What follows belongs to an exercise in optimizing a design on an open flow for small area, a short achievable clock period and few clock cycles; a production flow would make more cautious choices. No run shown here included a check of the RTL's function; only the layout flow was run. The clock port is modelled as an ideal driver; clocking choices that lean on that would not hold on a real chip. Power and IR drop assume default switching activity.

## flow/standard.sh

```bash
#!/bin/bash
# synth_recipe.tcl (not shown) runs the flow's synth.tcl, then flattens the netlist and writes it again
# the make line also repeats each setting of config.mk as NAME=value (left out here)
make -C /OpenROAD-flow-scripts/flow DESIGN_CONFIG=/design/flow/config.mk WORK_HOME=/design/flow/orfs CLKGATE_MAP_FILE= SYNTH_SCRIPT=/design/flow/synth_recipe.tcl "${@:-finish}"
```

## flow/flow/post_cts.tcl

```tcl
# Area recovery after CTS timing repair: downsize cells off the critical
# paths while keeping the setup margin that the repair aimed for.
estimate_parasitics -placement
repair_timing -recover_power 100 -setup_margin $::env(SETUP_SLACK_MARGIN) -verbose
detailed_placement
check_placement -verbose
report_design_area
```

## flow/config.mk

```make
export PLATFORM = sky130hd
export DESIGN_NAME = cc1_codec
export DESIGN_NICKNAME = cc1_codec
export VERILOG_FILES = /design/flow/design.v
export SDC_FILE = /design/flow/constraint.sdc
export NUM_CORES = 4
export LEC_CHECK = 0
export CAP_MARGIN = 20
export CORE_MARGIN = 2
export CORE_UTILIZATION = 40
export PLACE_DENSITY = 0.6
export SLEW_MARGIN = 20
export SYNTH_HIERARCHICAL = 1
export SYNTH_MINIMUM_KEEP_SIZE = 0
```

## flow/flow/run.sh

```bash
#!/bin/bash
# ORFS layout via the standard.sh, in stages:
#  - port buffers from sky130_fd_sc_hd__buf_1 instead of the default cell;
#  - the three-input XOR/XNOR cells added to the platform's DONT_USE_CELLS,
#    so the CRC networks map to faster two-input XORs;
#  - synthesis, floorplan and placement with the default setup margin;
#  - CTS and global routing with timing repair aiming for the setup margin in
#    flow/margin.txt, followed by a power (area) recovery pass after CTS
#    (flow/post_cts.tcl).
# Each make invocation logs to its own file here; ORFS keeps per-step logs
# under orfs/logs.
set -euo pipefail
export BUFFER_PORTS_ARGS="-buffer_cell sky130_fd_sc_hd__buf_1"
base=$(make -s -C "$FLOW_HOME" DESIGN_CONFIG="$PWD/config.mk" WORK_HOME="$PWD/orfs" print-DONT_USE_CELLS 2> make_print.log | sed -n 's/^DONT_USE_CELLS: //p')
du="DONT_USE_CELLS=$base sky130_fd_sc_hd__xor3_1 sky130_fd_sc_hd__xor3_2 sky130_fd_sc_hd__xor3_4 sky130_fd_sc_hd__xnor3_1 sky130_fd_sc_hd__xnor3_2 sky130_fd_sc_hd__xnor3_4"
echo "$du" > dont_use.txt
bash standard.sh synth "$du" > make_synth.log 2>&1
bash standard.sh floorplan "$du" > make_floorplan.log 2>&1
bash standard.sh place "$du" > make_place.log 2>&1
export SETUP_SLACK_MARGIN=$(cat flow/margin.txt)
export POST_CTS_TCL=$PWD/flow/post_cts.tcl
bash standard.sh finish "$du" > make_finish.log 2>&1
```

## flow/constraint.sdc

```tcl
create_clock -name core_clock -period 10.0 [get_ports {clk}]
set_input_delay 2.0000 -clock core_clock [delete_from_list [all_inputs] [get_ports {clk}]]
set_output_delay 2.0000 -clock core_clock [all_outputs]
set_load 0.01 [all_outputs]
```

## flow/flow/margin.txt

```
6.5
```

## flow/design.v

```verilog
`timescale 1ns/1ps
module cc1_codec (
    input  wire        clk,
    input  wire        rst,           
    input  wire        cmd_valid,
    input  wire [31:0] cmd,
    output wire        ready,
    input  wire [7:0]  buf_we,
    input  wire [63:0] buf_wdata,
    input  wire [8:0]  arg_we,
    input  wire [71:0] arg_wdata,
    output wire [63:0] buf_q,
    output wire [71:0] arg_q,
    output wire [71:0] out_q,
    output wire [7:0]  res,
    output wire [7:0]  status
);
    localparam [7:0] TYPE_A = 8'h21, TYPE_P = 8'h3F, TYPE_R = 8'h2A;
    reg [7:0] buf_r [0:7];            
    reg [7:0] arg_r [0:8];
    reg [7:0] out0, out1, out2;       
    reg [5:0] out3;                   
    reg       out4, out5, out6;       
    reg [7:0] res_r;
    reg       ill_r;
    reg [7:0] a_hc1, a_hc2;
    reg [7:0] p_hc1, p_hc2;
    reg [6:0] p_rp1;                  
    reg [1:0] p_lc;
    reg [3:0] p_lt;
    reg [1:0] p_lf;
    reg [7:0] r_hc1, r_hc2;
    reg [5:0] r_rh1;                  
    reg [7:0] r_tp1, r_tr1;           
    reg [5:0] r_al;
    reg       r_s, r_w, r_sy;
    assign ready = 1'b1;
    genvar gi;
    generate
        for (gi = 0; gi < 8; gi = gi + 1) begin : g_bufq
            assign buf_q[8*gi +: 8] = buf_r[gi];
        end
        for (gi = 0; gi < 9; gi = gi + 1) begin : g_argq
            assign arg_q[8*gi +: 8] = arg_r[gi];
        end
    endgenerate
    assign out_q  = {8'd0, 8'd0, 7'd0, out6, 7'd0, out5, 7'd0, out4,
                     2'd0, out3, out2, out1, out0};
    assign res    = res_r;
    assign status = {7'd0, ill_r};
    wire       c_ill, c_crc, c_enc, c_enc_ck, c_decl8, c_getf_p, c_getf_r;
    wire [2:0] c_make, c_dec, c_valid, c_gethc, c_var;
    cc1_cmd_dec u_dec (
        .cmd_valid(cmd_valid), .cmd(cmd),
        .ill(c_ill), .crc(c_crc), .make(c_make), .enc(c_enc), .enc_ck(c_enc_ck),
        .dec(c_dec), .decl8(c_decl8), .valid(c_valid), .gethc(c_gethc),
        .getf_p(c_getf_p), .getf_r(c_getf_r), .var1h(c_var)
    );
    wire c_make_any  = |c_make;
    wire c_dec_any   = |c_dec;
    wire c_valid_any = |c_valid;
    wire c_gethc_any = |c_gethc;
    wire [6:0] mk_rp1;
    wire [1:0] mk_lc, mk_lf;
    wire [3:0] mk_lt;
    wire [5:0] mk_rh1, mk_al;
    wire [7:0] mk_tp1, mk_tr1;
    wire       mk_s, mk_w, mk_sy, mk_valid;
    cc1_make u_make (
        .a0(arg_r[0]), .a1(arg_r[1]), .a2(arg_r[2]), .a3(arg_r[3]), .a4(arg_r[4]),
        .a5(arg_r[5]), .a6(arg_r[6]), .a7(arg_r[7]), .a8(arg_r[8]),
        .rp1(mk_rp1), .lc(mk_lc), .lt(mk_lt), .lf(mk_lf), .rh1(mk_rh1),
        .tp1(mk_tp1), .tr1(mk_tr1), .al(mk_al), .s(mk_s), .w(mk_w), .sy(mk_sy),
        .valid(mk_valid)
    );
    wire [7:0] pe3 = {1'b0, p_rp1};
    wire [7:0] pe4 = {p_lf, p_lt, p_lc};
    wire [7:0] re3 = {r_w, r_s, r_rh1};
    wire [7:0] re4 = r_tp1;
    wire [7:0] re5 = r_tr1;
    wire [7:0] re6 = {r_sy, r_al, 1'b0};
    wire [7:0] enc_p [0:6];
    assign enc_p[0] = c_var[0] ? TYPE_A : c_var[1] ? TYPE_P : TYPE_R;
    assign enc_p[1] = c_var[0] ? a_hc1  : c_var[1] ? p_hc1  : r_hc1;
    assign enc_p[2] = c_var[0] ? a_hc2  : c_var[1] ? p_hc2  : r_hc2;
    assign enc_p[3] = c_var[0] ? 8'h01  : c_var[1] ? pe3    : re3;
    assign enc_p[4] = c_var[0] ? 8'h01  : c_var[1] ? pe4    : re4;
    assign enc_p[5] = c_var[2] ? re5 : 8'h01;
    assign enc_p[6] = c_var[2] ? re6 : 8'h01;
    wire [7:0] enc_crc;
    cc1_enc_crc u_ecrc (
        .e0(enc_p[0]), .e1(enc_p[1]), .e2(enc_p[2]), .e3(enc_p[3]),
        .e4(enc_p[4]), .e5(enc_p[5]), .e6(enc_p[6]), .crcv(enc_crc)
    );
    wire [7:0] buf_crc;
    wire       fr_a, fr_p, fr_r;
    cc1_frame_chk u_chk (
        .b0(buf_r[0]), .b1(buf_r[1]), .b2(buf_r[2]), .b3(buf_r[3]),
        .b4(buf_r[4]), .b5(buf_r[5]), .b6(buf_r[6]), .b7(buf_r[7]),
        .crcv(buf_crc), .fr_a(fr_a), .fr_p(fr_p), .fr_r(fr_r)
    );
    wire buf0_nz = (buf_r[0] != 8'h00);
    wire dec_pass = c_decl8 && ((c_dec[0] && fr_a) || (c_dec[1] && fr_p) || (c_dec[2] && fr_r));
    wire ok_a = c_dec[0] && c_decl8 && fr_a && !rst;
    wire ok_p = c_dec[1] && c_decl8 && fr_p && !rst;
    wire ok_r = c_dec[2] && c_decl8 && fr_r && !rst;
    wire [15:0] a_hc_o = (rst || c_dec[0]) ? 16'hFFFF : c_make[0] ? {arg_r[1], arg_r[0]} : {a_hc2, a_hc1};
    wire [15:0] p_hc_o = (rst || c_dec[1]) ? 16'hFFFF : c_make[1] ? {arg_r[1], arg_r[0]} : {p_hc2, p_hc1};
    wire [15:0] r_hc_o = (rst || c_dec[2]) ? 16'hFFFF : c_make[2] ? {arg_r[1], arg_r[0]} : {r_hc2, r_hc1};
    wire [15:0] a_hc_d, p_hc_d, r_hc_d;
    cc1_mux #(16) u_ahc (.sel(ok_a), .a({buf_r[2], buf_r[1]}), .b(a_hc_o), .y(a_hc_d));
    cc1_mux #(16) u_phc (.sel(ok_p), .a({buf_r[2], buf_r[1]}), .b(p_hc_o), .y(p_hc_d));
    cc1_mux #(16) u_rhc (.sel(ok_r), .a({buf_r[2], buf_r[1]}), .b(r_hc_o), .y(r_hc_d));
    wire [14:0] p_f_q  = {p_rp1, p_lc, p_lt, p_lf};
    wire [14:0] p_f_o  = rst ? {7'd1, 2'd0, 4'd1, 2'd1}
                       : c_make[1] ? {mk_rp1, mk_lc, mk_lt, mk_lf} : p_f_q;
    wire [14:0] p_f_b  = {buf_r[3][6:0], buf_r[4][1:0], buf_r[4][5:2], buf_r[4][7:6]};
    wire [14:0] p_f_d;
    cc1_mux #(15) u_pf (.sel(ok_p), .a(p_f_b), .b(p_f_o), .y(p_f_d));
    wire [30:0] r_f_q  = {r_rh1, r_tp1, r_tr1, r_al, r_s, r_w, r_sy};
    wire [30:0] r_f_o  = rst ? {6'd1, 8'd1, 8'd1, 6'd1, 1'b0, 1'b0, 1'b0}
                       : c_make[2] ? {mk_rh1, mk_tp1, mk_tr1, mk_al, mk_s, mk_w, mk_sy} : r_f_q;
    wire [30:0] r_f_b  = {buf_r[3][5:0], buf_r[4], buf_r[5], buf_r[6][6:1],
                          buf_r[3][6], buf_r[3][7], buf_r[6][7]};
    wire [30:0] r_f_d;
    cc1_mux #(31) u_rf (.sel(ok_r), .a(r_f_b), .b(r_f_o), .y(r_f_d));
    always @(posedge clk) begin
        {a_hc2, a_hc1} <= a_hc_d;
        {p_hc2, p_hc1} <= p_hc_d;
        {r_hc2, r_hc1} <= r_hc_d;
        {p_rp1, p_lc, p_lt, p_lf} <= p_f_d;
        {r_rh1, r_tp1, r_tr1, r_al, r_s, r_w, r_sy} <= r_f_d;
    end
    wire [7:0] sel_hc1 = c_var[0] ? a_hc1 : c_var[1] ? p_hc1 : r_hc1;
    wire [7:0] sel_hc2 = c_var[0] ? a_hc2 : c_var[1] ? p_hc2 : r_hc2;
    wire       val_a = (a_hc1 != 8'hFF) && (a_hc2 != 8'hFF);
    wire       val_p = (p_hc1 != 8'hFF) && (p_hc2 != 8'hFF);
    wire       val_r = (r_hc1 != 8'hFF) && (r_hc2 != 8'hFF);
    wire       sel_valid = c_var[0] ? val_a : c_var[1] ? val_p : val_r;
    wire [7:0] res_n = ({8{c_crc && buf0_nz}} & buf_crc)
                     | {4'd0, c_enc_ck || dec_pass, c_getf_p || c_getf_r || (c_enc && !c_enc_ck),
                        c_gethc_any || c_getf_r || (c_enc && !c_enc_ck),
                        (c_make_any && mk_valid) || (c_valid_any && sel_valid) ||
                        c_getf_r || (c_enc && !c_enc_ck)};
    wire [6:0] p_rp = p_rp1 - 7'd1;
    wire [5:0] r_rh = r_rh1 - 6'd1;
    integer i;
    always @(posedge clk) begin
        if (rst) begin
            res_r <= 8'h00;
            ill_r <= 1'b0;
            for (i = 0; i < 9; i = i + 1)
                arg_r[i] <= 8'h00;
            out0 <= 8'h00; out1 <= 8'h00; out2 <= 8'h00; out3 <= 6'd0;
            out4 <= 1'b0;  out5 <= 1'b0;  out6 <= 1'b0;
        end else begin
            for (i = 0; i < 9; i = i + 1)
                if (arg_we[i]) arg_r[i] <= arg_wdata[8*i +: 8];
            if (cmd_valid) res_r <= res_n;
            if (c_ill) ill_r <= 1'b1;
            if (c_gethc_any) begin
                out0 <= sel_hc1;
                out1 <= sel_hc2;
            end
            if (c_getf_p) begin
                out0 <= {1'b0, p_rp};
                out1 <= {6'd0, p_lc};
                out2 <= {4'd0, p_lt};
                out3 <= {4'd0, p_lf};
            end
            if (c_getf_r) begin
                out0 <= {2'd0, r_rh};
                out1 <= r_tp1 - 8'd1;
                out2 <= r_tr1 - 8'd1;
                out3 <= r_al;
                out4 <= r_s;
                out5 <= r_w;
                out6 <= r_sy;
            end
        end
    end
    always @(posedge clk) begin
        if (!rst) begin
            for (i = 0; i < 7; i = i + 1)
                if (buf_we[i]) buf_r[i] <= buf_wdata[8*i +: 8];
                else if (c_enc) buf_r[i] <= enc_p[i];
            if (buf_we[7]) buf_r[7] <= buf_wdata[63:56];
            else if (c_enc_ck) buf_r[7] <= enc_crc;
        end
    end
endmodule
module cc1_cmd_dec (
    input  wire        cmd_valid,
    input  wire [31:0] cmd,
    output wire        ill,
    output wire        crc,
    output wire [2:0]  make,
    output wire        enc,
    output wire        enc_ck,
    output wire [2:0]  dec,
    output wire        decl8,
    output wire [2:0]  valid,
    output wire [2:0]  gethc,
    output wire        getf_p,
    output wire        getf_r,
    output wire [2:0]  var1h
);
    wire [7:0] op     = cmd[7:0];
    wire [7:0] len    = cmd[15:8];
    wire       ck     = cmd[16];
    wire       nb     = cmd[17];
    wire       hdr    = cmd_valid && (cmd[31:18] == 14'd0);
    wire       lo     = (op[3:2] == 2'd0);
    wire [2:0] v1h    = {lo && (op[1:0] == 2'd2), lo && (op[1:0] == 2'd1), lo && (op[1:0] == 2'd0)};
    wire       c1     = (op[7:4] == 4'h1);
    wire       c2     = (op[7:4] == 4'h2);
    wire       c3     = (op[7:4] == 4'h3);
    wire       c4     = (op[7:4] == 4'h4);
    wire       c5     = (op[7:4] == 4'h5);
    wire       c6     = (op[7:4] == 4'h6);
    wire       len7   = !nb && (len >= 8'd7);
    wire       len8   = !nb && (len >= 8'd8);
    assign var1h  = {!op[1] ? 1'b0 : !op[0], !op[1] && op[0], !op[1] && !op[0]};
    assign crc    = hdr && (op == 8'h01) && len7;
    assign make   = {3{hdr && c1}} & v1h;
    wire   enc_any = hdr && c2 && (v1h != 3'd0);
    assign enc    = enc_any && len7 && (!ck || len8);
    assign enc_ck = enc_any && ck && len8;
    assign dec    = {3{hdr && c3}} & v1h;
    assign decl8  = len8;
    assign valid  = {3{hdr && c4}} & v1h;
    assign gethc  = {3{hdr && c5}} & v1h;
    assign getf_p = hdr && c6 && v1h[1];
    assign getf_r = hdr && c6 && v1h[2];
    wire   legal  = (hdr && (op == 8'h01)) || (hdr && (c1 || c2 || c3 || c4 || c5) && (v1h != 3'd0))
                 || getf_p || getf_r;
    assign ill    = cmd_valid && !legal;
endmodule
module cc1_make (
    input  wire [7:0] a0, a1, a2, a3, a4, a5, a6, a7, a8,
    output wire [6:0] rp1,
    output wire [1:0] lc,
    output wire [3:0] lt,
    output wire [1:0] lf,
    output wire [5:0] rh1,
    output wire [7:0] tp1,
    output wire [7:0] tr1,
    output wire [5:0] al,
    output wire       s, w, sy, valid
);
    wire [6:0] inc2    = a2[6:0] + 7'd1;        
    wire       a5_zero = (a5 == 8'd0);
    assign rp1 = (a2 > 8'd100) ? 7'd101 : inc2;
    assign lc  = a3[1:0];
    assign lt  = (a4 < 8'd1) ? 4'd1 : (a4 > 8'd15) ? 4'd15 : a4[3:0];
    assign lf  = a5_zero ? 2'd1 : (a5 > 8'd3) ? 2'd3 : a5[1:0];
    assign rh1 = (a2 > 8'd50) ? 6'd51 : inc2[5:0];
    assign tp1 = (a3 > 8'd199) ? 8'd200 : a3 + 8'd1;
    assign tr1 = (a4 > 8'd199) ? 8'd200 : a4 + 8'd1;
    assign al  = a5_zero ? 6'd1 : (a5 > 8'd62) ? 6'd62 : a5[5:0];
    assign s   = (a6 != 8'd0);
    assign w   = (a7 != 8'd0);
    assign sy  = (a8 != 8'd0);
    assign valid = (a0 != 8'hFF) && (a1 != 8'hFF);
endmodule
module cc1_enc_crc (
    input  wire [7:0] e0, e1, e2, e3, e4, e5, e6,
    output wire [7:0] crcv
);
    wire [6:0] crc_e;
    wire ce_t0 = e0[6] ^ e1[7];
    wire ce_t1 = e0[2] ^ e1[3];
    wire ce_t2 = ce_t0 ^ e6[5];
    wire ce_t3 = e6[1] ^ e6[2];
    wire ce_t4 = e6[0] ^ e6[4];
    wire ce_t5 = e5[3] ^ e5[6];
    wire ce_t6 = e4[7] ^ e5[5];
    wire ce_t7 = e4[2] ^ e5[2];
    wire ce_t8 = e3[0] ^ e3[1];
    wire ce_t9 = e2[1] ^ e3[2];
    wire ce_t10 = ce_t2 ^ ce_t6;
    wire ce_t11 = e2[0] ^ e6[6];
    wire ce_t12 = e0[5] ^ e1[6];
    wire ce_t13 = e0[4] ^ e1[5];
    wire ce_t14 = e0[3] ^ e1[4];
    wire ce_t15 = e0[1] ^ e1[2];
    wire ce_t16 = e0[0] ^ e1[1];
    wire ce_t17 = ce_t9 ^ e3[7];
    wire ce_t18 = ce_t8 ^ e5[0];
    wire ce_t19 = ce_t7 ^ e6[3];
    wire ce_t20 = ce_t5 ^ e5[1];
    wire ce_t21 = ce_t4 ^ e4[4];
    wire ce_t22 = ce_t3 ^ e4[5];
    wire ce_t23 = ce_t1 ^ e5[7];
    wire ce_t24 = ce_t10 ^ e1[0];
    wire ce_t25 = e4[6] ^ e5[4];
    wire ce_t26 = e4[0] ^ e4[3];
    wire ce_t27 = e3[6] ^ e4[1];
    wire ce_t28 = e3[5] ^ e6[7];
    wire ce_t29 = e2[6] ^ e2[7];
    wire ce_t30 = e2[5] ^ e3[4];
    wire ce_t31 = e2[4] ^ e3[3];
    wire ce_t32 = ce_t29 ^ e2[3];
    wire ce_t33 = ce_t27 ^ e2[0];
    wire ce_t34 = ce_t16 ^ ce_t31;
    wire ce_t35 = ce_t15 ^ ce_t30;
    wire ce_t36 = ce_t14 ^ e2[2];
    wire ce_t37 = ce_t13 ^ ce_t28;
    wire ce_t38 = ce_t12 ^ ce_t25;
    wire ce_t39 = ce_t22 ^ ce_t34;
    wire ce_t40 = ce_t21 ^ ce_t26;
    wire ce_t41 = ce_t19 ^ ce_t23;
    wire ce_t42 = ce_t17 ^ ce_t38;
    wire ce_t43 = ce_t11 ^ ce_t36;
    wire ce_t44 = ce_t1 ^ ce_t18;
    wire ce_t45 = ce_t0 ^ ce_t33;
    wire ce_t46 = ce_t20 ^ ce_t39;
    wire ce_t47 = ce_t24 ^ ce_t44;
    wire ce_u48 = e2[6] ^ e3[2];
    wire ce_u49 = e3[3] ^ e3[5];
    wire ce_u50 = e5[3] ^ e5[4];
    wire ce_u51 = e6[2] ^ ce_u48;
    wire ce_u52 = ce_u49 ^ ce_u50;
    wire ce_u53 = ce_u51 ^ ce_u52;
    wire ce_u54 = ce_t10 ^ ce_t40;
    wire ce_u55 = ce_t41 ^ ce_t43;
    wire ce_u56 = ce_u53 ^ ce_u54;
    wire ce_u57 = ce_u55 ^ ce_u56;
    assign crc_e[0] = ce_u57;   
    wire ce_u58 = e2[2] ^ e3[0];
    wire ce_u59 = e3[4] ^ e4[7];
    wire ce_u60 = e5[6] ^ e6[0];
    wire ce_u61 = ce_t7 ^ ce_t9;
    wire ce_u62 = ce_u58 ^ ce_u59;
    wire ce_u63 = ce_u60 ^ ce_t22;
    wire ce_u64 = ce_t23 ^ ce_t32;
    wire ce_u65 = ce_t37 ^ ce_u61;
    wire ce_u66 = ce_u62 ^ ce_t45;
    wire ce_u67 = ce_u63 ^ ce_u64;
    wire ce_u68 = ce_u65 ^ ce_u66;
    wire ce_u69 = ce_u67 ^ ce_u68;
    assign crc_e[1] = ce_u69;   
    wire ce_u70 = e2[4] ^ e3[6];
    wire ce_u71 = e5[2] ^ e6[1];
    wire ce_u72 = ce_t11 ^ ce_u70;
    wire ce_u73 = ce_u71 ^ ce_t21;
    wire ce_u74 = ce_t32 ^ ce_u72;
    wire ce_u75 = ce_t42 ^ ce_u73;
    wire ce_u76 = ce_u74 ^ ce_u75;
    wire ce_u77 = ce_t47 ^ ce_u76;
    assign crc_e[2] = ce_u77;   
    wire ce_u78 = e2[5] ^ e2[7];
    wire ce_u79 = e6[7] ^ ce_t8;
    wire ce_u80 = ce_u78 ^ ce_t17;
    wire ce_u81 = ce_u79 ^ ce_t43;
    wire ce_u82 = ce_u80 ^ ce_t24;
    wire ce_u83 = ce_t46 ^ ce_u81;
    wire ce_u84 = ce_u82 ^ ce_u83;
    assign crc_e[3] = ce_u84;   
    wire ce_u85 = e2[1] ^ e2[3];
    wire ce_u86 = e4[2] ^ e4[6];
    wire ce_u87 = ce_t14 ^ ce_t16;
    wire ce_u88 = ce_t5 ^ ce_u85;
    wire ce_u89 = ce_u86 ^ ce_t35;
    wire ce_u90 = ce_t37 ^ ce_u87;
    wire ce_u91 = ce_u88 ^ ce_t40;
    wire ce_u92 = ce_u89 ^ ce_u90;
    wire ce_u93 = ce_u91 ^ ce_u92;
    wire ce_u94 = ce_t47 ^ ce_u93;
    assign crc_e[4] = ce_u94;   
    wire ce_u95 = e4[0] ^ e5[5];
    wire ce_u96 = ce_t12 ^ ce_t13;
    wire ce_u97 = ce_t15 ^ ce_t4;
    wire ce_u98 = ce_u95 ^ ce_t18;
    wire ce_u99 = ce_t19 ^ ce_u96;
    wire ce_u100 = ce_u97 ^ ce_t45;
    wire ce_u101 = ce_u98 ^ ce_u99;
    wire ce_u102 = ce_t46 ^ ce_u100;
    wire ce_u103 = ce_u101 ^ ce_u102;
    assign crc_e[5] = ce_u103;   
    wire ce_u104 = e3[1] ^ e4[1];
    wire ce_u105 = e4[3] ^ e6[4];
    wire ce_u106 = ce_t3 ^ ce_u104;
    wire ce_u107 = ce_u105 ^ ce_t2;
    wire ce_u108 = ce_t20 ^ ce_t35;
    wire ce_u109 = ce_u106 ^ ce_t41;
    wire ce_u110 = ce_t42 ^ ce_u107;
    wire ce_u111 = ce_u108 ^ ce_u109;
    wire ce_u112 = ce_u110 ^ ce_u111;
    assign crc_e[6] = ce_u112;   
    assign crcv = (crc_e == 7'd0) ? 8'h80 : {1'b0, crc_e};
endmodule
module cc1_frame_chk (
    input  wire [7:0] b0, b1, b2, b3, b4, b5, b6, b7,
    output wire [7:0] crcv,
    output wire       fr_a, fr_p, fr_r
);
    localparam [7:0] TYPE_A = 8'h21, TYPE_P = 8'h3F, TYPE_R = 8'h2A;
    wire [7:0] cb0 = b0, cb1 = b1, cb2 = b2, cb3 = b3, cb4 = b4, cb5 = b5, cb6 = b6;
    wire [6:0] crc_b;
    wire cb_t0 = cb0[6] ^ cb1[7];
    wire cb_t1 = cb0[2] ^ cb1[3];
    wire cb_t2 = cb_t0 ^ cb_t1;
    wire cb_t3 = cb6[4] ^ cb6[5];
    wire cb_t4 = cb6[1] ^ cb6[2];
    wire cb_t5 = cb5[5] ^ cb6[0];
    wire cb_t6 = cb5[3] ^ cb5[6];
    wire cb_t7 = cb4[2] ^ cb5[2];
    wire cb_t8 = cb3[2] ^ cb4[7];
    wire cb_t9 = cb3[0] ^ cb3[1];
    wire cb_t10 = cb2[0] ^ cb_t8;
    wire cb_t11 = cb_t2 ^ cb_t3;
    wire cb_t12 = cb2[1] ^ cb6[7];
    wire cb_t13 = cb0[5] ^ cb1[6];
    wire cb_t14 = cb0[4] ^ cb1[5];
    wire cb_t15 = cb0[3] ^ cb1[4];
    wire cb_t16 = cb0[1] ^ cb1[2];
    wire cb_t17 = cb0[0] ^ cb1[1];
    wire cb_t18 = cb_t6 ^ cb_t9;
    wire cb_t19 = cb_t4 ^ cb_t7;
    wire cb_t20 = cb5[0] ^ cb_t5;
    wire cb_t21 = cb_t17 ^ cb_t18;
    wire cb_t22 = cb6[6] ^ cb_t10;
    wire cb_t23 = cb4[1] ^ cb_t19;
    wire cb_t24 = cb5[4] ^ cb_t11;
    wire cb_t25 = cb5[7] ^ cb6[3];
    wire cb_t26 = cb4[5] ^ cb5[1];
    wire cb_t27 = cb4[4] ^ cb4[6];
    wire cb_t28 = cb4[0] ^ cb4[3];
    wire cb_t29 = cb3[4] ^ cb3[5];
    wire cb_t30 = cb2[7] ^ cb3[7];
    wire cb_t31 = cb2[6] ^ cb3[6];
    wire cb_t32 = cb2[4] ^ cb3[3];
    wire cb_t33 = cb1[0] ^ cb2[5];
    wire cb_t34 = cb_t26 ^ cb_t32;
    wire cb_t35 = cb_t15 ^ cb_t33;
    wire cb_t36 = cb_t14 ^ cb_t29;
    wire cb_t37 = cb_t13 ^ cb_t16;
    wire cb_t38 = cb2[3] ^ cb_t31;
    wire cb_t39 = cb2[2] ^ cb_t12;
    wire cb_t40 = cb_t20 ^ cb_t27;
    wire cb_t41 = cb_t0 ^ cb_t34;
    wire cb_t42 = cb_t23 ^ cb_t37;
    wire cb_t43 = cb_t22 ^ cb_t30;
    wire cb_t44 = cb_t21 ^ cb_t41;
    wire cb_t45 = cb_t24 ^ cb_t25;
    wire cb_u46 = cb2[2] ^ cb2[6];
    wire cb_u47 = cb3[3] ^ cb3[5];
    wire cb_u48 = cb4[4] ^ cb5[3];
    wire cb_u49 = cb6[2] ^ cb_t15;
    wire cb_u50 = cb_t28 ^ cb_t5;
    wire cb_u51 = cb_t7 ^ cb_u46;
    wire cb_u52 = cb_u47 ^ cb_u48;
    wire cb_u53 = cb_u49 ^ cb_u50;
    wire cb_u54 = cb_u51 ^ cb_u52;
    wire cb_u55 = cb_t22 ^ cb_u53;
    wire cb_u56 = cb_u54 ^ cb_u55;
    wire cb_u57 = cb_t45 ^ cb_u56;
    assign crc_b[0] = cb_u57;   
    wire cb_u58 = cb2[7] ^ cb3[0];
    wire cb_u59 = cb4[5] ^ cb5[6];
    wire cb_u60 = cb5[7] ^ cb6[0];
    wire cb_u61 = cb_u58 ^ cb_u59;
    wire cb_u62 = cb_u60 ^ cb_t10;
    wire cb_u63 = cb_t2 ^ cb_t36;
    wire cb_u64 = cb_t38 ^ cb_t39;
    wire cb_u65 = cb_u61 ^ cb_t23;
    wire cb_u66 = cb_u62 ^ cb_u63;
    wire cb_u67 = cb_u64 ^ cb_u65;
    wire cb_u68 = cb_u66 ^ cb_u67;
    assign crc_b[1] = cb_u68;   
    wire cb_u69 = cb1[0] ^ cb2[1];
    wire cb_u70 = cb2[4] ^ cb5[2];
    wire cb_u71 = cb6[1] ^ cb_t13;
    wire cb_u72 = cb_t9 ^ cb_u69;
    wire cb_u73 = cb_u70 ^ cb_t38;
    wire cb_u74 = cb_u71 ^ cb_u72;
    wire cb_u75 = cb_t40 ^ cb_u73;
    wire cb_u76 = cb_u74 ^ cb_t24;
    wire cb_u77 = cb_t43 ^ cb_u75;
    wire cb_u78 = cb_u76 ^ cb_u77;
    assign crc_b[2] = cb_u78;   
    wire cb_u79 = cb5[5] ^ cb6[5];
    wire cb_u80 = cb_t4 ^ cb_u79;
    wire cb_u81 = cb_t35 ^ cb_t39;
    wire cb_u82 = cb_u80 ^ cb_u81;
    wire cb_u83 = cb_t43 ^ cb_t44;
    wire cb_u84 = cb_u82 ^ cb_u83;
    assign crc_b[3] = cb_u84;   
    wire cb_u85 = cb2[3] ^ cb4[2];
    wire cb_u86 = cb4[7] ^ cb_t12;
    wire cb_u87 = cb_t16 ^ cb_t28;
    wire cb_u88 = cb_u85 ^ cb_t35;
    wire cb_u89 = cb_t36 ^ cb_u86;
    wire cb_u90 = cb_u87 ^ cb_t11;
    wire cb_u91 = cb_t21 ^ cb_t40;
    wire cb_u92 = cb_u88 ^ cb_u89;
    wire cb_u93 = cb_u90 ^ cb_u91;
    wire cb_u94 = cb_u92 ^ cb_u93;
    assign crc_b[4] = cb_u94;   
    wire cb_u95 = cb2[0] ^ cb3[6];
    wire cb_u96 = cb4[0] ^ cb6[3];
    wire cb_u97 = cb6[4] ^ cb_t14;
    wire cb_u98 = cb_u95 ^ cb_u96;
    wire cb_u99 = cb_t20 ^ cb_u97;
    wire cb_u100 = cb_u98 ^ cb_u99;
    wire cb_u101 = cb_t42 ^ cb_t44;
    wire cb_u102 = cb_u100 ^ cb_u101;
    assign crc_b[5] = cb_u102;   
    wire cb_u103 = cb2[1] ^ cb2[5];
    wire cb_u104 = cb3[1] ^ cb3[2];
    wire cb_u105 = cb3[4] ^ cb3[7];
    wire cb_u106 = cb4[3] ^ cb4[6];
    wire cb_u107 = cb5[1] ^ cb_t6;
    wire cb_u108 = cb_u103 ^ cb_u104;
    wire cb_u109 = cb_u105 ^ cb_u106;
    wire cb_u110 = cb_u107 ^ cb_u108;
    wire cb_u111 = cb_u109 ^ cb_u110;
    wire cb_u112 = cb_t42 ^ cb_u111;
    wire cb_u113 = cb_t45 ^ cb_u112;
    assign crc_b[6] = cb_u113;   
    assign crcv = (crc_b == 7'd0) ? 8'h80 : {1'b0, crc_b};
    wire b7_form = b7[7] ? (b7[6:0] == 7'd0) : (b7[6:0] != 7'd0);
    wire crc_ok  = b7_form && ((crc_b ^ b7[6:0]) == 7'd0);
    wire [5:0] rhs = b3[5:0];
    wire [5:0] al  = b6[6:1];
    wire chk_a = (b0 == TYPE_A) && (b3 == 8'h01);
    wire chk_p = (b0 == TYPE_P)
              && (b3 != 8'h00) && (b3 <= 8'd101)
              && (b4[7:6] != 2'd0) && (b4[5:2] != 4'd0)
              && (b5 == 8'h01);
    wire chk_r = (b0 == TYPE_R)
              && (rhs != 6'd0) && (rhs <= 6'd51)
              && (b4 != 8'h00) && (b4 <= 8'd200)
              && (b5 != 8'h00) && (b5 <= 8'd200)
              && (al != 6'd0) && (al != 6'h3F);
    assign fr_a = chk_a && crc_ok;
    assign fr_p = chk_p && crc_ok;
    assign fr_r = chk_r && crc_ok;
endmodule
module cc1_mux #(parameter W = 8) (
    input  wire         sel,
    input  wire [W-1:0] a,
    input  wire [W-1:0] b,
    output wire [W-1:0] y
);
    assign y = sel ? a : b;
endmodule
```

==> summary.md, run 1 <==
| Metric | Value |
|---|---|
| Leakage power | 9.23 nW |
| Synth Area in Adders | under 10% |
| Simple-Gate Fraction of Synth Area | around 15% |
| Rows | 75 |
| Maximum vdd drop | 0.118 mV |
| Slowest-stage cell, CP | mux2_4 |
| Clock Skew | 24.9 ps |
| Post-synth EDFFs | 64 |
| Post-DP HPWL | between 40000 and 50000 um |
| Crit Path Class | in2reg |
| Vias/cell | 5.57 |
| Max-cap violations | 0 |
| Endpoints failing setup | 0 |
| Yosys warns | 11 |
| CP Buf/Inv Count | 4 |
| Post-synthesis mux area share | between 20% and 30% |
| Synth Area in Compound Gates | about 5.7% |
| Final Cycle Share | 44.3% |
| Period minus WS final | between 4000 and 5000 ps |
| Register area | 6090 um^2 |
| Initial Util | ~41% |
| Buffers on Ports | 365 |
| Slew headroom | 43.4% |
| Post-Synthesis Cell Area | 17100 um^2 |
| Worst-Margin Slew | 841 ps |
| Worst R2R Path Depth | 20 |
| Vias in the first global route | 15100 |
| Synthesized instance count | ~1800 |
| Filler cells | 3674 |
| CP Cell Sequence | buf_6, nor2b_4, buf_6, buf_12, mux2_4, mux2i_4, inv_2, xnor2_4, xnor2_2, xnor2_2, xor2_1, xnor2_1, xor2_1, nor3_2, nor4b_4, mux2_4 |
| Startpoint class of the critical path | primary input |
| Die width | 211 um |
| Via count | roughly 16000 |
| RSZ-0062 raised after global routing | yes |
| Post-route ant nets | 0 |
| WP data required | between 10000 and 15000 ps |
| Top_reg_cell synth | dfxtp_1 |
| FFs w/ async S/R, synth | 0% |
| TritonCTS clock tree | yes |
| Post-synth top area share | 24.4% |
| Antenna diodes | 0 |
| Routed wire length | 73400 um |
| Skew-Pair Late Insertion Delay | 560 ps |
| Post-placement cell area | 18600 um^2 |
| Core Footprint | 42000 um^2 |
| Top delay family on crit path | XOR/XNOR gates |
| CP peak stage delay | between 300 and 400 ps |
| Final Instance Area | about 24000 um^2 |
| Synth Area in XOR/XNOR | 14.3% |
| Share of the yosys chip area belonging to registers | a little over a third |
| Min-Delay Path Depth | 2 |
| Worst R2R End | p_lt[2]$_DFF_P_ |
| Achievable Freq | 226 MHz |
| Pwr Density | ~150 nW/um^2 |
| Hold path startpoint | res_r[6]$_SDFFE_PP0P_ |
| Largest net degree at the start of global routing | 75 |
| Gr usage total | 30.8% |
| Netlist cell types | 73 |
| Top reg by flops | arg_r |
| # IOs | 413 |
| DRC | 0 |
| Worst Setup End Kind | flip-flop |
| Layout cells sized above 1 | 28.3% |
| Synth area leader | dfxtp_1 |
| Initial antenna violation count | 0 |
| Top Registers | arg_r: 72 flops, buf_r: 64 flops |
| Die footprint | 44400 um^2 |
| Status | finished clean |
| Final nets | 2520 |
| Die H | 211 um |
| Worst-path clk slew | approximately 50 ps |
| Global-route wire length before repair | 100000 um |
| End point of the worst hold path | res_r[6]$_SDFFE_PP0P_ |
| Wire length per cell | 25.5 um |
| Largest family of logic cells by synthesized area | multiplexers |
| Sink Count | approximately 270 |
| Area of the multi-input gates | around 12000 um^2 |
| Reg-to-Reg Start | buf_r[3][1]$_DFFE_PP_ |
| Final Hold Violating Endpoints | 0 |
| CP max FO | 5 |
| Sum Neg Setup Slack | 0 ps |
| Slew Viols, Final | 0 |
| Area Overhead vs Synth | 41.4% |
| Avg Inst Size Synth | around 9.6 um^2 |
| Data arrival, critical path | 4710 ps |
| Synth top area cells | dfxtp_1 24%, mux2i_1 12%, edfxtp_1 11% |
| 1st-iter DRT viols | 1137 |
| Number of flip-flops in the largest register | 72 |
| First-pass iteration count of the detailed router | 6 |
| Count of state elements after synthesis | 272 |
| Final GP Congestion | approximately 0.90 |
| R2R Setup Slk | 6070 ps |
| Hold Crit Class | reg2reg |
| Global route overflow | 0 |
==> worst max path at each step <==
stage                     startpoint                    end  cells after the start
final                         cmd[1]  buf_r[7][7]$_DFFE_PP_                     16
after global routing          cmd[0]  buf_r[7][7]$_DFFE_PP_                     15
after detailed placement      cmd[0]  buf_r[7][7]$_DFFE_PP_                     13
after global placement        cmd[0]  buf_r[7][7]$_DFFE_PP_                     13
after floorplan               cmd[0]  buf_r[7][7]$_DFFE_PP_                     16
==> routing by layer <==
layer	part of all wire, %	GRT usage [%]	vias up	wire length [um]
met3	9.1	5.86	202	6690
met2	47	51.3	872	34300
met5	0	0	-	0
met1	39	39.2	7812	28600
met4	5.2	12.2	0	3790
li1	-	-	7150	-
==> modules after synthesis (local to each module, per instance), excerpt <==
module | copies in the design | cells | flip-flops and latches
cc1_cmd_dec | 1 | 60 | 0
cc1_codec | 1 | 1184 | 272
cc1_enc_crc | 1 | 116 | 0
cc1_frame_chk | 1 | 192 | 0
cc1_make | 1 | 120 | 0
==> per-stage QoR <==
stage	util [%]	std cells	worst slack [ps]	total power (W)	hold WS (ps)
2_1_floorplan	-	1825	4850	0.00181	442
3_3_place_gp	44.3	2600	3970	0.00200	447
3_5_place_dp	44.3	2600	3950	0.00201	454
5_1_grt	57.5	2879	5510	0.00368	484
6_report	57.5	2879	5570	0.00355	465
==> synth_stat cells, types with 4 or more instances <==
library cell,instances
mux2_4,40
nor2_1,229
mux2_2,98
buf_12,4
nor3b_1,9
inv_1,34
nand2_1,139
xor2_1,37
nor3_1,28
xnor2_2,17
ha_1,17
nor4b_1,6
edfxtp_1,64
o311ai_0,4
a211oi_1,20
a2111oi_0,4
mux2i_1,200
a21oi_1,30
nand2b_1,12
dfxtp_1,208
nor4_1,20
clkbuf_1,58
or3_1,11
o21ai_0,36
xnor2_1,207
and3_1,6
buf_1,12
o211ai_1,6
buf_4,56
nor2b_1,12
buf_6,9
buf_2,8
and2_1,18
nand3_1,24
o31ai_1,15
nand4_1,23
==> where the power goes <==
part,switching [W],internal (W)
registers,0.0000731,0.00117
logic,0.000531,0.000521
clock network,0.000505,0.000754
==> cell families (layout without fill, tap and decap cells) <==
logic type,after synthesis,in the layout
buffers and inverters,183,698
muxes,338,338
and+or+nand+nor,556,556
adders and majority gates,17,17
AOI/OAI and AO/OA,146,146
xor gates and xnor gates,263,263
DFF,272,272
other,2,50
==> area by class of cell <==
| cell class | count | share of cell area (%) |
|---|---|---|
| repair buffers | 600 | 17.5 |
| well taps | 539 | 2.79 |
| multi-input cells | 1370 | 49.1 |
| inverters | 36 | 0.616 |
| clock buffers | 53 | 4.36 |
| clock inverters | 9 | 0.393 |
| flip-flops and latches | 272 | 25.2 |
==> cell usage in the layout (no fill, tap or decap), types with 12 or more instances in the layout <==
cell type	n
buf_12	26
o31ai_1	15
nand3_1	21
nand2_1	129
xnor2_4	12
clkbuf_1	15
mux2_2	47
nand4_1	23
a21oi_1	25
conb_1	50
o21ai_0	20
nor2_4	21
xor2_1	30
inv_1	28
mux2i_1	179
buf_16	17
clkbuf_16	42
buf_1	353
nor4_1	18
xnor2_2	60
buf_6	63
edfxtp_1	64
mux2_4	84
a211oi_1	13
nor2_1	199
nor3_1	19
dfxtp_1	208
buf_4	96
clkbuf_8	12
xnor2_1	152
ha_1	15
nand2b_1	12
==> worst reg2reg max path, cell delays in order, from the launching register on <==
cell      delay (ps)
edfxtp_1         460
inv_2            120
ha_4             230
xnor2_4          140
xnor2_2          270
xnor2_2          100
buf_4            170
xnor2_4          200
buf_6            140
xnor2_4          110
xnor2_1          130
nand4_1          140
buf_4            180
buf_6            110
nor4_4           270
nand2_2          130
nor2_4           210
clkbuf_2         150
buf_6            110
buf_12           140
mux2_4           300
==> inputs of run 2 (changes only) <==
--- a/flow/config.mk
+++ b/flow/config.mk
@@ -12,3 +12 @@
 export SLEW_MARGIN = 20
-export SYNTH_HIERARCHICAL = 1
-export SYNTH_MINIMUM_KEEP_SIZE = 0
==> summary.md, run 2 <==
| Metric | Value |
|---|---|
| CP Buf/Inv Count | 3 |
| Gr usage total | 28.4% |
| Global route overflow | 0 |
| Post-synth EDFFs | ~160 |
| Leakage power | about 8.4 nW |
| Data arrival, critical path | 4490 ps |
| Layout cells sized above 1 | 20.4% |
| Initial antenna violation count | 1 |
| Final Cycle Share | approximately 41% |
| Post-DP HPWL | 44200 um |
| Status | finished clean |
| Pwr Density | 168 nW/um^2 |
| Wire length per cell | 23.3 um |
| Max-cap violations | 0 |
| 1st-iter DRT viols | 1570 |
| Sink Count | 272 |
| Startpoint class of the critical path | primary input |
| Count of state elements after synthesis | 272 |
| CP Cell Sequence | clkbuf_16, buf_12, nor2b_4, buf_6, a22oi_2, xor2_2, xnor2_2, xnor2_2, xnor2_2, xnor2_1, xor2_1, nand4_1, o41ai_2 |
| Final nets | 2372 |
| Top delay family on crit path | XOR/XNOR gates |
| TritonCTS clock tree | yes |
| Most numerous cell in the Yosys netlist | nor2_1 |
| Routed wire length | approximately 63000 um |
| Yosys warns | 5 |
| Global-route wire length before repair | 90100 um |
| Most common cell after layout, fill and taps aside | buf_1 |
| Post-placement cell area | about 18000 um^2 |
| Met2 usage | 45.1% |
| Final Hold Violating Endpoints | 0 |
| Via count | 15300 |
| Die width | 205 um |
| Slew headroom | 47.3% |
| Period minus WS final | approximately 4000 ps |
| Rows | 73 |
| Post-synth top area share | 29.3% |
| Filler cells | 3513 |
| Top reg by flops | arg_r |
| Synth top area cells | edfxtp_1 29%, dfxtp_1 14%, xnor2_1 10% |
| First-pass iteration count of the detailed router | 6 |
| Endpoints failing setup | 0 |
| Sum Neg Setup Slack | 0 ps |
| Slew Viols, Final | 0 |
| Top Registers | arg_r: 72 flops, buf_r: 64 flops |
| Die H | slightly above 200 um |
| Worst hold margin | 462 ps |
| Core Footprint | 39900 um^2 |
| Synth area leader | edfxtp_1 |
| RSZ-0062 raised after global routing | yes |
| Most frequent cells in the layout | 358 x buf_1, 179 x nor2_1, 158 x edfxtp_1, 141 x xnor2_1, 126 x nand2_1 |
| Slowest-stage cell, CP | o41ai_2 |
| Post-Synthesis Cell Area | 16200 um^2 |
| Post-route ant nets | 0 |
| FFs w/ async S/R, synth | 0% |
| Avg Inst Size Synth | 9.47 um^2 |
| Largest net degree at the start of global routing | 67 |
| Synthesized instance count | 1712 |
| WP data required | about 10000 ps |
| Maximum vdd drop | 0.142 mV |
| Met3 Usage GRT | 5.45% |
| Die footprint | 42200 um^2 |
| Crit Path Class | in2reg |
| Final Instance Area | 22000 um^2 |
| Clock Skew | 33.4 ps |
| Global routing's busiest layer | met2 |
| Achievable Freq | 244 MHz |
| Antenna diodes | 0 |
| Hold Crit Class | reg2reg |
| Met1 GRT Util | 37.8% |
| Vias in the first global route | 14200 |
| Most Frequent Cell on Critical Path | xnor2_2 |
| # IOs | roughly 410 |
| Final Util | a little under three fifths |
| Netlist cell types | 62 |
| Top_reg_cell synth | edfxtp_1 |
| Worst-Margin Slew | 790 ps |
| Skew-Pair Late Insertion Delay | 600 ps |
| Synth cell count leaders | 198 x nor2_1, 186 x xnor2_1, 158 x edfxtp_1, 139 x nand2_1, 114 x dfxtp_1 |
| CP peak stage delay | 330 ps |
| CP max FO | 5 |
| Initial Util | between 40 and 50% |
| Vias/cell | 5.64 |
| Number of flip-flops in the largest register | 72 |
| Share of the yosys chip area belonging to registers | between 40% and 50% |
| Final GP Congestion | 0.933 |
| Worst-path clk slew | approximately 60 ps |
| Area Overhead vs Synth | 35.5% |
| DRC | 0 |
| Buffers on Ports | around 370 |
| Worst Setup End Kind | flip-flop |
run 2: metal layers:
metal | part of all wire, % | vias up
met5 | 0 | -
met4 | 4.6 | 0
met3 | 9.4 | 201
met2 | 46 | 958
met1 | 40 | 7339
li1 | - | 6832
run 2: worst paths after layout:
path	from	cells past startpoint	to	slack (ps)
max	cmd[0]	13	buf_r[7][7]$_DFFE_PP_	5900
min	out4$_SDFFE_PP0P_	2	out4$_SDFFE_PP0P_	460
max reg2reg	buf_r[5][2]$_DFFE_PP_	13	r_tp1[3]$_DFFE_PP_	5910
min reg2reg	out4$_SDFFE_PP0P_	2	out4$_SDFFE_PP0P_	460
run 2: worst min-delay path: cells and delay by family (launching register included):
kind | cells | cell delay, ps
flip-flops | 1 | 310
AND/OR/NAND/NOR | 1 | 50
AO/OA/AOI/OAI | 1 | 50
run 2: kinds of logic (layout without fill, tap and decap cells):
group | count (synthesis) | count (layout) | share of synthesized area (%)
muxes | 152 | 152 | 9.71
adders and majority gates | 16 | 16 | 1.23
DFF | 272 | 272 | 43.3
xor gates and xnor gates | 247 | 247 | 13.6
buffers and inverters | 212 | 643 | 6.24
and+or+nand+nor | 514 | 519 | 14.5
AOI/OAI and AO/OA | 297 | 297 | 11.4
other | 2 | 47 | 0.0463
run 2: layout make-up:
type	instances	area [um^2]	share of cell area (%)
clock buffers	49	931	4.24
inverters	62	236	1.08
clock inverters	9	100	0.456
well taps	525	657	2.99
multi-input cells	1278	9870	44.9
repair buffers	523	3150	14.3
flip-flops and latches	272	7030	32.0
run 2: metrics by stage:
| stage | total power (W) | std cells | setup WS (ps) |
|---|---|---|---|
| after global routing | 0.00382 | 2718 | 5850 |
| after detailed placement | 0.00222 | 2509 | 3540 |
| after global placement | 0.00221 | 2509 | 3720 |
| final | 0.00369 | 2718 | 5900 |
| after floorplan | 0.00196 | 1757 | 5010 |
run 2: power by group:
group          switching, W  internal [W]  leakage, nW
clock              0.000465      0.000685        0.510
sequential         0.000110       0.00126         2.45
combinational      0.000637      0.000527         5.46
total               0.00121       0.00248         8.42

[afterwards: timing with drivers on the ports]
The results above use ideal ports. As a check the final layouts listed here were re-extracted and re-timed, cells and wires unchanged. Step 1, drivers: a clkbuf_16 drives clk and a buf_2 each remaining input, both assumed. Step 2 times the ports against the registers' clock, not the clock port: input delays grow and output delays shrink by t, the midpoint of the rising clock arrivals with the driver on. Three values: no drivers, after step 1, after step 2; two values: the first two.
run | t (ns) | setup slack, ns | worst setup path at the end | worst slew at a driven data input, ns
run 1 | 0.601 | 5.574 / 5.577 / 4.975 | input to register | 0.05
run 2 | 0.638 | 5.895 / 5.902 / 5.264 | input to register | 0.06
After both steps every run listed still meets setup and hold. For run 2, which loses most, drivers alone change the setup slack by +0.007 ns; drivers and shift together by -0.631 ns.
